Context: an optimization exercise on an open-source flow, tuned for a short achievable clock period and few clock cycles. The choices shown serve that exercise and are no tape-out recipe.
The RTL was checked by simulation tests, not by an equivalence proof against the original design.
Power figures rest on the tool's default switching activity, not on a simulated workload.

==> flow/design.v (excerpt) <==
module intc_timer (
    input  wire        clk,
    input  wire        rst,
    input  wire        cmd_valid,
    output reg         cmd_ready,
    input  wire [2:0]  cmd_op,
    input  wire [23:0] cmd_arg,
    input  wire [7:0]  cmd_data,
    output reg         rsp_valid,
    output reg  [7:0]  rsp_data,
    output wire [2:0]  pend,
    output reg  [1:0]  irq_line,
    output reg  [15:0] irq_vector
);
Size in the first run: roughly 3,000 cells after synthesis, ~700 flip-flops, about 30,000 sq um of cells after synthesis.
Settings: LEC_CHECK=0, ABC_CLOCK_PERIOD_IN_PS=2200, CAP_MARGIN=20, CORE_MARGIN=2, CORE_UTILIZATION=45, SETUP_SLACK_MARGIN=3.2, SLEW_MARGIN=20, TNS_END_PERCENT=100; clock period 6.0 ns.
run.sh (not shown) runs the stock make flow with config.mk's settings and CLKGATE_MAP_FILE= SYNTH_SCRIPT=/design/flow/synth_recipe.tcl, a recipe that flattens the netlist after the stock synthesis.
Testbench counts at the start, summed over its fixed seeds: cycles 5,042.
==> next run, changes <==
--- a/flow/design.v
+++ b/flow/design.v
@@ -17,15 +17,15 @@
     localparam [2:0] OP_READ     = 3'd2;
     localparam [2:0] OP_WRITE    = 3'd3;
     localparam [2:0] OP_LINE     = 3'd4;
     localparam [2:0] OP_BOUNDARY = 3'd5;
     localparam [15:0] VEC_TIQ  = 16'hFFFA;
     localparam [15:0] VEC_IRQ1 = 16'hFFF8;
     localparam [15:0] VEC_IRQ2 = 16'hFFF6;
-    localparam [2:0] HOLD = 3'd5;      
+    localparam [2:0] HOLD = 3'd6;      
     function nvc;
         input [2:0]  op;
         input [2:0]  sel;
         input        d0;
         begin
             nvc = op == OP_STEP || op == OP_POWER ||
                   (op == OP_WRITE && sel == 3'd3 && d0) ||
@@ -899,15 +899,15 @@
             sl_am   <= p7_am;
             sl_m    <= x_m;
             sl_m3   <= x_m3;
             sl_b    <= bw;
             sl_hinz <= x_hinz;
         end
         if (!dv_busy) begin
-            dv_r  <= sl_res;
+            dv_r  <= sl2_res;
             dv_s1 <= {1'b0, sl_m, 6'b0};
             dv_s2 <= {sl_m, 7'b0};
             dv_s3 <= {sl_m3, 6'b0};
         end else begin
             dv_r  <= dv_n;
             dv_s1 <= dv_s1 >> 2;
             dv_s2 <= dv_s2 >> 2;
@@ -927,20 +927,22 @@
             dv_cnt    <= 2'd0;
             rsp_valid <= 1'b0;
         end else begin
             rsp_valid <= go;
             pend_r    <= pend_n;
             sl_go     <= go && x_step && x_flag;
             sl2_go    <= sl_go;
-            if (sl_go && sl_exp && !sz_n) begin
-                dv_busy <= 1'b1;
-                dv_cnt  <= 2'd0;
+            if (sl2_go) begin
+                if (!sl2_div)
+                    tvalue <= sl2_res;
+                else begin
+                    dv_busy <= 1'b1;
+                    dv_cnt  <= 2'd0;
+                end
             end
-            if (sl2_go && !sl2_div)
-                tvalue <= sl2_res;
             if (dv_busy) begin
                 dv_cnt <= dv_cnt + 2'd1;
                 if (dv_cnt == 2'd3) begin
                     dv_busy <= 1'b0;
                     tvalue  <= dv_n;
                 end
             end
Routed wire length hardly moves.
Combinational power grows by 3.8%.
Final cell count shrinks by 0.54%.
Setup slack gains 0.12 ns.
Total power grows by 1.8%.
Non-clock buffer count shrinks by 13.
Testbench counts after the change, summed over its fixed seeds: cycles 5,072.

## v6
intc_timer again, from the RTL that the note above started with.
==> flow/config.mk <==
export PLATFORM = sky130hd
export DESIGN_NAME = intc_timer
export DESIGN_NICKNAME = intc_timer
export VERILOG_FILES = /design/flow/design.v
export SDC_FILE = /design/flow/constraint.sdc
export NUM_CORES = 4
export LEC_CHECK = 0
export ABC_CLOCK_PERIOD_IN_PS = 2200
export CAP_MARGIN = 20
export CORE_MARGIN = 2
export CORE_UTILIZATION = 40
export SETUP_SLACK_MARGIN = 4.0
export SLEW_MARGIN = 20
export TNS_END_PERCENT = 100
==> flow/constraint.sdc <==
create_clock -name core_clock -period 6.0 [get_ports {clk}]
set_input_delay 1.2000 -clock core_clock [delete_from_list [all_inputs] [get_ports {clk}]]
set_output_delay 1.2000 -clock core_clock [all_outputs]
set_load 0.01 [all_outputs]
Testbench counts of v6, summed over its fixed seeds: cycles 5,042.
What v7 does differently from v6 at the input level:
--- a/flow/design.v
+++ b/flow/design.v
@@ -17,15 +17,15 @@
     localparam [2:0] OP_READ     = 3'd2;
     localparam [2:0] OP_WRITE    = 3'd3;
     localparam [2:0] OP_LINE     = 3'd4;
     localparam [2:0] OP_BOUNDARY = 3'd5;
     localparam [15:0] VEC_TIQ  = 16'hFFFA;
     localparam [15:0] VEC_IRQ1 = 16'hFFF8;
     localparam [15:0] VEC_IRQ2 = 16'hFFF6;
-    localparam [2:0] HOLD = 3'd5;      
+    localparam [2:0] HOLD = 3'd6;      
     function nvc;
         input [2:0]  op;
         input [2:0]  sel;
         input        d0;
         begin
             nvc = op == OP_STEP || op == OP_POWER ||
                   (op == OP_WRITE && sel == 3'd3 && d0) ||
@@ -899,15 +899,15 @@
             sl_am   <= p7_am;
             sl_m    <= x_m;
             sl_m3   <= x_m3;
             sl_b    <= bw;
             sl_hinz <= x_hinz;
         end
         if (!dv_busy) begin
-            dv_r  <= sl_res;
+            dv_r  <= sl2_res;
             dv_s1 <= {1'b0, sl_m, 6'b0};
             dv_s2 <= {sl_m, 7'b0};
             dv_s3 <= {sl_m3, 6'b0};
         end else begin
             dv_r  <= dv_n;
             dv_s1 <= dv_s1 >> 2;
             dv_s2 <= dv_s2 >> 2;
@@ -927,20 +927,22 @@
             dv_cnt    <= 2'd0;
             rsp_valid <= 1'b0;
         end else begin
             rsp_valid <= go;
             pend_r    <= pend_n;
             sl_go     <= go && x_step && x_flag;
             sl2_go    <= sl_go;
-            if (sl_go && sl_exp && !sz_n) begin
-                dv_busy <= 1'b1;
-                dv_cnt  <= 2'd0;
+            if (sl2_go) begin
+                if (!sl2_div)
+                    tvalue <= sl2_res;
+                else begin
+                    dv_busy <= 1'b1;
+                    dv_cnt  <= 2'd0;
+                end
             end
-            if (sl2_go && !sl2_div)
-                tvalue <= sl2_res;
             if (dv_busy) begin
                 dv_cnt <= dv_cnt + 2'd1;
                 if (dv_cnt == 2'd3) begin
                     dv_busy <= 1'b0;
                     tvalue  <= dv_n;
                 end
             end
--- outcome ---
Re clock network power share: v7 and v6 aren't equal, and the higher value belongs to v6.
Compare v7 and v6 | setup slack after placement lower: v7
In v7 relative to v6, power consumption had gone down slightly.
Comparing v7 and v6, the higher setup clock skew after layout was measured on v6.
Taking v6 as the reference, in v7 total power per unit cell area now sits at about the same level, timing-limited maximum frequency now sits higher, met1 wire length now sits higher.
Die outline width ended up about 0.43% higher on v7 than on v6.
[compare] base=v6 new=v7: wire length per cell after detailed routing has remained practically unchanged; worst-case setup margin in the final layout has increased.
Testbench counts of v7, summed over its fixed seeds: cycles 5,072.

cedar:
intc_timer again, from the RTL that the note above started with.
Settings: LEC_CHECK=0, ABC_CLOCK_PERIOD_IN_PS=2200, CAP_MARGIN=20, CORE_MARGIN=2, CORE_UTILIZATION=40, SETUP_SLACK_MARGIN=3.6, SLEW_MARGIN=20, TNS_END_PERCENT=100; clock period 6.0 ns.
Testbench counts of cedar, summed over its fixed seeds: cycles 5,042.
Changes in pine relative to cedar:
--- a/flow/design.v
+++ b/flow/design.v
@@ -18,13 +18,13 @@
     localparam [2:0] OP_WRITE    = 3'd3;
     localparam [2:0] OP_LINE     = 3'd4;
     localparam [2:0] OP_BOUNDARY = 3'd5;
     localparam [15:0] VEC_TIQ  = 16'hFFFA;
     localparam [15:0] VEC_IRQ1 = 16'hFFF8;
     localparam [15:0] VEC_IRQ2 = 16'hFFF6;
-    localparam [2:0] HOLD = 3'd5;      
+    localparam [2:0] HOLD = 3'd6;      
     function nvc;
         input [2:0]  op;
         input [2:0]  sel;
         input        d0;
         begin
             nvc = op == OP_STEP || op == OP_POWER ||
@@ -900,13 +900,13 @@
             sl_m    <= x_m;
             sl_m3   <= x_m3;
             sl_b    <= bw;
             sl_hinz <= x_hinz;
         end
         if (!dv_busy) begin
-            dv_r  <= sl_res;
+            dv_r  <= sl2_res;
             dv_s1 <= {1'b0, sl_m, 6'b0};
             dv_s2 <= {sl_m, 7'b0};
             dv_s3 <= {sl_m3, 6'b0};
         end else begin
             dv_r  <= dv_n;
             dv_s1 <= dv_s1 >> 2;
@@ -928,18 +928,20 @@
             rsp_valid <= 1'b0;
         end else begin
             rsp_valid <= go;
             pend_r    <= pend_n;
             sl_go     <= go && x_step && x_flag;
             sl2_go    <= sl_go;
-            if (sl_go && sl_exp && !sz_n) begin
-                dv_busy <= 1'b1;
-                dv_cnt  <= 2'd0;
+            if (sl2_go) begin
+                if (!sl2_div)
+                    tvalue <= sl2_res;
+                else begin
+                    dv_busy <= 1'b1;
+                    dv_cnt  <= 2'd0;
+                end
             end
-            if (sl2_go && !sl2_div)
-                tvalue <= sl2_res;
             if (dv_busy) begin
                 dv_cnt <= dv_cnt + 2'd1;
                 if (dv_cnt == 2'd3) begin
                     dv_busy <= 1'b0;
                     tvalue  <= dv_n;
                 end
In pine relative to cedar, synthesized area had gone up slightly.
Share of total power in the clock network essentially unchanged between cedar and pine.
In pine, fraction of met3 tracks used by global routing is higher than in cedar.
Looking at final period demand of the worst path across pine and cedar, the one that comes out higher is cedar.
Via count down about 0.35% in pine wrt cedar
In the reports for pine and cedar, the smaller total wirelength of the detailed-routed design belongs to cedar.
Compared with cedar, pine shows die width that has gone up slightly.
Compared to cedar, pine has number of gates on the worst path with buffers counted 2 lower.
Least setup slack across all paths after layout was lower in cedar than in pine.
Initial cell density of the core (higher): pine
Power is higher on cedar
Taking cedar as the reference, in pine worst hold slack after final layout essentially unchanged, count of clock-net buffers in the final layout now larger, number of instances in the synthesized netlist decreased 13.
Testbench counts of pine, summed over its fixed seeds: cycles 5,072.

==> re-timing with driven ports <==
In the flow no input, the clock included, has a driving cell. The finished layouts below were timed again as built, in two steps.
Step 1 assumes that a clkbuf_16 drives the clock port and a buf_2 every other input.
Step 2 adds t to the input delays and takes it off the output delays; t is the mean of the earliest and latest rising clock arrival at the registers after step 1. Input paths then give back, and output paths get back, about the clock's delay inside the block.
Slacks: no drivers / after step 1 / after step 2; pairs: no drivers / after step 1.
run	shift t [ns]	setup slack, ns	hold slack, ns	worst setup path after step 2	slew at the worst register clock pin (ns)
the first run of note 1	0.697	3.137 / 3.137 / 2.677	0.312 / 0.312 / 0.312	input to register	0.07 / 0.07
the second run of note 1	0.672	3.261 / 3.199 / 2.692	0.316 / 0.316 / 0.316	input to register	0.07 / 0.07
v6	0.684	3.072 / 3.072 / 2.924	0.311 / 0.311 / 0.311	input to register	0.06 / 0.06
v7	0.679	3.211 / 3.211 / 3.024	0.320 / 0.320 / 0.320	input to register	0.07 / 0.07
cedar	0.674	3.204 / 3.204 / 2.830	0.321 / 0.321 / 0.321	input to register	0.07 / 0.07
pine	0.673	3.451 / 3.423 / 2.961	0.320 / 0.320 / 0.320	input to register	0.06 / 0.06
After both steps every run listed still meets setup and hold. The setup slack of the second run of note 1, which loses most, moves by -0.062 ns with the drivers and by -0.569 ns with both steps.
